This design comes from an exercise in tuning for small area, a short achievable clock period and few clock cycles per item on the open sky130 flow, not from production work.
RTL that was checked went through simulation tests only; none was proved equivalent to the original.

## 12-01
## pkt_validator
module pkt_validator (
    input  wire        clk,
    input  wire        rst,
    input  wire        in_valid,
    output wire        in_ready,
    input  wire [31:0] in_data,
    input  wire        in_last,
    input  wire [1:0]  in_count,
    output reg         res_valid,
    output wire [2:0]  res_err,
    output wire [5:0]  res_vmask,
    output reg  [2:0]  res_cause,
    output wire [15:0] res_crc_calc,
    output wire [15:0] res_crc_read,
    output wire [10:0] res_apid,
    output wire [13:0] res_seq,
    output wire [16:0] res_plen,
    output wire [7:0]  res_stype,
    output wire [7:0]  res_ssub,
    output wire [7:0]  res_dest,
    output wire [47:0] res_time
);
    function [15:0] t2;
        input [15:0] x;
        begin
            t2[0] = x[0] ^ x[4] ^ x[8] ^ x[11] ^ x[12];
            t2[1] = x[1] ^ x[5] ^ x[9] ^ x[12] ^ x[13];
            t2[2] = x[2] ^ x[6] ^ x[10] ^ x[13] ^ x[14];
            t2[3] = x[3] ^ x[7] ^ x[11] ^ x[14] ^ x[15];
            t2[4] = x[4] ^ x[8] ^ x[12] ^ x[15];
            t2[5] = x[0] ^ x[4] ^ x[5] ^ x[8] ^ x[9] ^ x[11] ^ x[12] ^ x[13];
            t2[6] = x[1] ^ x[5] ^ x[6] ^ x[9] ^ x[10] ^ x[12] ^ x[13] ^ x[14];
            t2[7] = x[2] ^ x[6] ^ x[7] ^ x[10] ^ x[11] ^ x[13] ^ x[14] ^ x[15];
            t2[8] = x[3] ^ x[7] ^ x[8] ^ x[11] ^ x[12] ^ x[14] ^ x[15];
            t2[9] = x[4] ^ x[8] ^ x[9] ^ x[12] ^ x[13] ^ x[15];
            t2[10] = x[5] ^ x[9] ^ x[10] ^ x[13] ^ x[14];
            t2[11] = x[6] ^ x[10] ^ x[11] ^ x[14] ^ x[15];
            t2[12] = x[0] ^ x[4] ^ x[7] ^ x[8] ^ x[15];
            t2[13] = x[1] ^ x[5] ^ x[8] ^ x[9];
            t2[14] = x[2] ^ x[6] ^ x[9] ^ x[10];
            t2[15] = x[3] ^ x[7] ^ x[10] ^ x[11];
        end
    endfunction
    function [15:0] t22;
        input [15:0] x;
        begin
            t22[0] = x[3] ^ x[4] ^ x[6] ^ x[10] ^ x[11] ^ x[12];
            t22[1] = x[4] ^ x[5] ^ x[7] ^ x[11] ^ x[12] ^ x[13];
            t22[2] = x[5] ^ x[6] ^ x[8] ^ x[12] ^ x[13] ^ x[14];
            t22[3] = x[6] ^ x[7] ^ x[9] ^ x[13] ^ x[14] ^ x[15];
  ...
Size in the first run: about 200 I/O pins, about 0.012 sq mm of cells after synthesis.
==> flow/config.mk <==
export PLATFORM = sky130hd
export DESIGN_NAME = pkt_validator
export DESIGN_NICKNAME = pkt_validator
export VERILOG_FILES = /design/flow/design.v
export SDC_FILE = /design/flow/constraint.sdc
export NUM_CORES = 4
export LEC_CHECK = 0
export CAP_MARGIN = 20
export CORE_MARGIN = 2
export CORE_UTILIZATION = 40
export PLACE_DENSITY = 0.6
export SETUP_SLACK_MARGIN = 2.4
export SLEW_MARGIN = 20
==> flow/constraint.sdc <==
create_clock -name core_clock -period 5.0 [get_ports {clk}]
set_input_delay 1.0000 -clock core_clock [delete_from_list [all_inputs] [get_ports {clk}]]
set_output_delay 1.0000 -clock core_clock [all_outputs]
set_load 0.01 [all_outputs]
standard.sh (not shown) runs the stock make flow with config.mk's settings and CLKGATE_MAP_FILE= SYNTH_SCRIPT=/design/flow/synth_recipe.tcl, a recipe that flattens the netlist after the stock synthesis.
==> flow/flow/run.sh <==
#!/bin/bash
# The standard layout, with small buffers on the ports.
set -euo pipefail
bash standard.sh finish "BUFFER_PORTS_ARGS=-buffer_cell sky130_fd_sc_hd__buf_1" > standard.log 2>&1
The final layout from 12-01, which completed every stage, passed the timing, design-rule and antenna checks at the end of the flow.
Here is what was changed in the inputs of 06-09 compared with 12-01.
--- a/flow/design.v
+++ b/flow/design.v
@@ -82,28 +82,27 @@
             tinv[14] = x[1] ^ x[6];
             tinv[15] = x[2] ^ x[7];
         end
     endfunction
     reg         stall;        
     assign in_ready = !stall;
     wire acc = in_valid && !stall;
     reg  [31:0] d_r;
     reg         l_r;
     reg  [1:0]  c_r;
     reg         v_r;
     reg         lz_r;         
-    wire        in_lz;
     always @(posedge clk) begin
         d_r <= stall ? 32'd0 : in_data;    
-        lz_r <= stall || in_lz;
+        lz_r <= stall || (in_data[31:18] == 14'd0);
         l_r <= in_last;
         c_r <= in_count;
         if (rst)
             v_r <= 1'b0;
         else
             v_r <= acc;
     end
     wire [7:0] byte0 = d_r[31:24];
     wire [7:0] byte1 = d_r[23:16];
     wire [7:0] byte2 = d_r[15:8];
     wire [7:0] byte3 = d_r[7:0];
     wire ok1 = !l_r || (c_r != 2'd0);
@@ -137,69 +136,55 @@
     wire ge2 = !first && !b1;                 
     wire ge3 = ge2 && !b2;
     wire ge4 = ge3 && !b3;
     wire [15:0] lfield = d_r[31:16];
     wire        lf_hi3 = (lfield[15:3] == 13'd0);
     wire        lf_hi0 = lz_r;
     wire        lf_big = !lf_hi0 || (lfield[1:0] == 2'd3);     
     wire u4 = first || (b1 && lf_big) || (ge2 && c_pos);
     wire u1 = (b1 && lf_hi0 && lfield[1:0] == 2'd0) || (ge2 && c_zero && rl == 2'd1);
     wire u2 = (b1 && lf_hi0 && lfield[1:0] == 2'd1) || (ge2 && c_zero && rl == 2'd2);
     wire u3 = (b1 && lf_hi0 && lfield[1:0] == 2'd2) || (ge2 && c_zero && rl == 2'd3);
     wire h0 = ge2 && c_zero && (rl == 2'd0);
-    wire        first_n  = v_r ? l_r : first;
-    wire        b1_n     = v_r ? (first && !l_r) : b1;
-    wire        ge2_n    = !first_n && !b1_n;
-    wire        c_zero_n = !v_r ? c_zero :
-                           b1   ? (lf_hi3 && (lfield[2:0] >= 3'd3) && (lfield[2:0] != 3'd7)) :
-                           c_pos ? (remb == 14'd1) :
-                           1'b0;
-    wire [1:0]  rl_n     = (v_r && b1) ? lfield[1:0] + 2'd1 : rl;
-    wire        zk_n     = ge2_n && c_zero_n;
-    assign      in_lz    = (in_data[31:18] == 14'd0);
-    reg         kill1, kill2, kill3;
-    always @(posedge clk) begin
-        kill1 <= (b1_n && in_lz && in_data[17:16] == 2'd0) || (zk_n && rl_n == 2'd1);
-        kill2 <= (b1_n && in_lz && !in_data[17]) || (zk_n && (rl_n == 2'd1 || rl_n == 2'd2));
-        kill3 <= (b1_n && in_lz && !(in_data[17] && in_data[16])) || (zk_n && rl_n != 2'd0);
-    end
     wire [31:0] dm = {byte0,
-                      byte1 & {8{!kill1}},
-                      byte2 & {8{!kill2}},
-                      byte3 & {8{!kill3}}};
+                      byte1 & {8{u4 || u3 || u2}},
+                      byte2 & {8{u4 || u3}},
+                      byte3 & {8{u4}}};
     wire [15:0] crc_in = crc | {16{first}};
     wire [15:0] s4 = t22(crc_in ^ dm[31:16]) ^ t2(dm[15:0]);
     wire step4 = v_r && (first || b1 || (ge2 && (c_pos || (c_zero && rl != 2'd0))));
     wire undo  = !step4 && (kc != 2'd0);
     wire [15:0] crc_nx = step4 ? s4 : undo ? tinv(crc) : 16'd0;
     wire h1  = u1;
     wire h2  = u2;
     wire h3  = u3;
     wire lo0 = ge2 && c_m1 && (rl == 2'd3) && !got_lo;
     wire [7:0] hi_b = ({8{h0}} & byte0) | ({8{h1}} & byte1) |
                       ({8{h2}} & byte2) | ({8{h3}} & byte3);
     wire [7:0] lo_b = ({8{lo0}} & byte0) | ({8{h0}} & byte1) |
                       ({8{h1}} & byte2) | ({8{h2}} & byte3);
     wire hi_here = b1 || (ge2 && c_zero);
     wire lo_here = b1 || (ge2 && c_zero) || lo0;
     wire lo_seen = (h0 && ok1) || (h1 && ok2) || (h2 && ok3) || lo0;
     wire bc_sat = bc[14] && bc[1];           
     wire l_big  = bc_sat || (bc[14] && bc[0] && c_r[1]);
     wire l_ge7  = ge2 || (b1 && c_r[1]);
     wire l_ge8  = ge2 || (b1 && c_r == 2'd3);
     wire l_ge10 = ge3 || (b2 && c_r != 2'd0);
     wire l_ge16 = ge4 || (b3 && c_r == 2'd3);
     wire l_ok   = l_ge7 && !l_big;
-    wire [1:0] kc_nx = (v_r && kill3) ? {kill2, kill1 || !kill2} :
-                       undo           ? kc - 2'd1 : kc;
+    wire [1:0] kc_nx = (step4 && u1) ? 2'd3 :
+                       (step4 && u2) ? 2'd2 :
+                       (step4 && u3) ? 2'd1 :
+                       undo          ? kc - 2'd1 : kc;
     wire fin_nx = (v_r && l_r) || (fin && kc != 2'd0);
     always @(posedge clk) begin
         if (rst) begin
             first     <= 1'b1;
             b1        <= 1'b0;
             b2        <= 1'b0;
             b3        <= 1'b0;
             bc        <= 15'd0;
             kc        <= 2'd0;
             fin       <= 1'b0;
             pend1     <= 1'b0;
             stall     <= 1'b0;
### Flow results
Maximum number of pins on one net before global-route repair (higher): 06-09. Compare 12-01 and 06-09 | worst path buffer plus inverter count higher: 06-09. 12-01 has lower number of standard cells after synthesis than 06-09. The final reports for 06-09 and 12-01 show placed instance area lower in the former. Non-clock buffer count in 06-09 is about 18% above 12-01.
Testbench counts of 06-09, summed over its fixed seeds: cycles 113,228, packets 1,280.
Function not checked in 12-01: the RTL went through the layout flow alone.

[separate check: timing with driven ports]
How much do the figures lean on ideal ports? The routed layouts below were timed once more, with nothing changed but the port constraints. Step 1 (the two cells are an assumption about what drives the block):
set clk [get_ports {clk}]
set_driving_cell -lib_cell sky130_fd_sc_hd__clkbuf_16 $clk
set_driving_cell -lib_cell sky130_fd_sc_hd__buf_2 [delete_from_list [all_inputs] $clk]
Step 2 also shifts input and output timing later by t, the mid clock arrival at the registers, as if the neighbouring blocks saw the same clock. Slacks: ideal / step 1 / step 2; pairs: ideal / step 1.
run	t, ns	slack for setup (ns)	clock arrival spread, ns
12-01	0.585	2.444 / 2.444 / 2.444	0.012 / 0.011
06-09	0.583	2.237 / 2.237 / 2.237	0.020 / 0.020
After both steps every run listed still meets setup and hold.
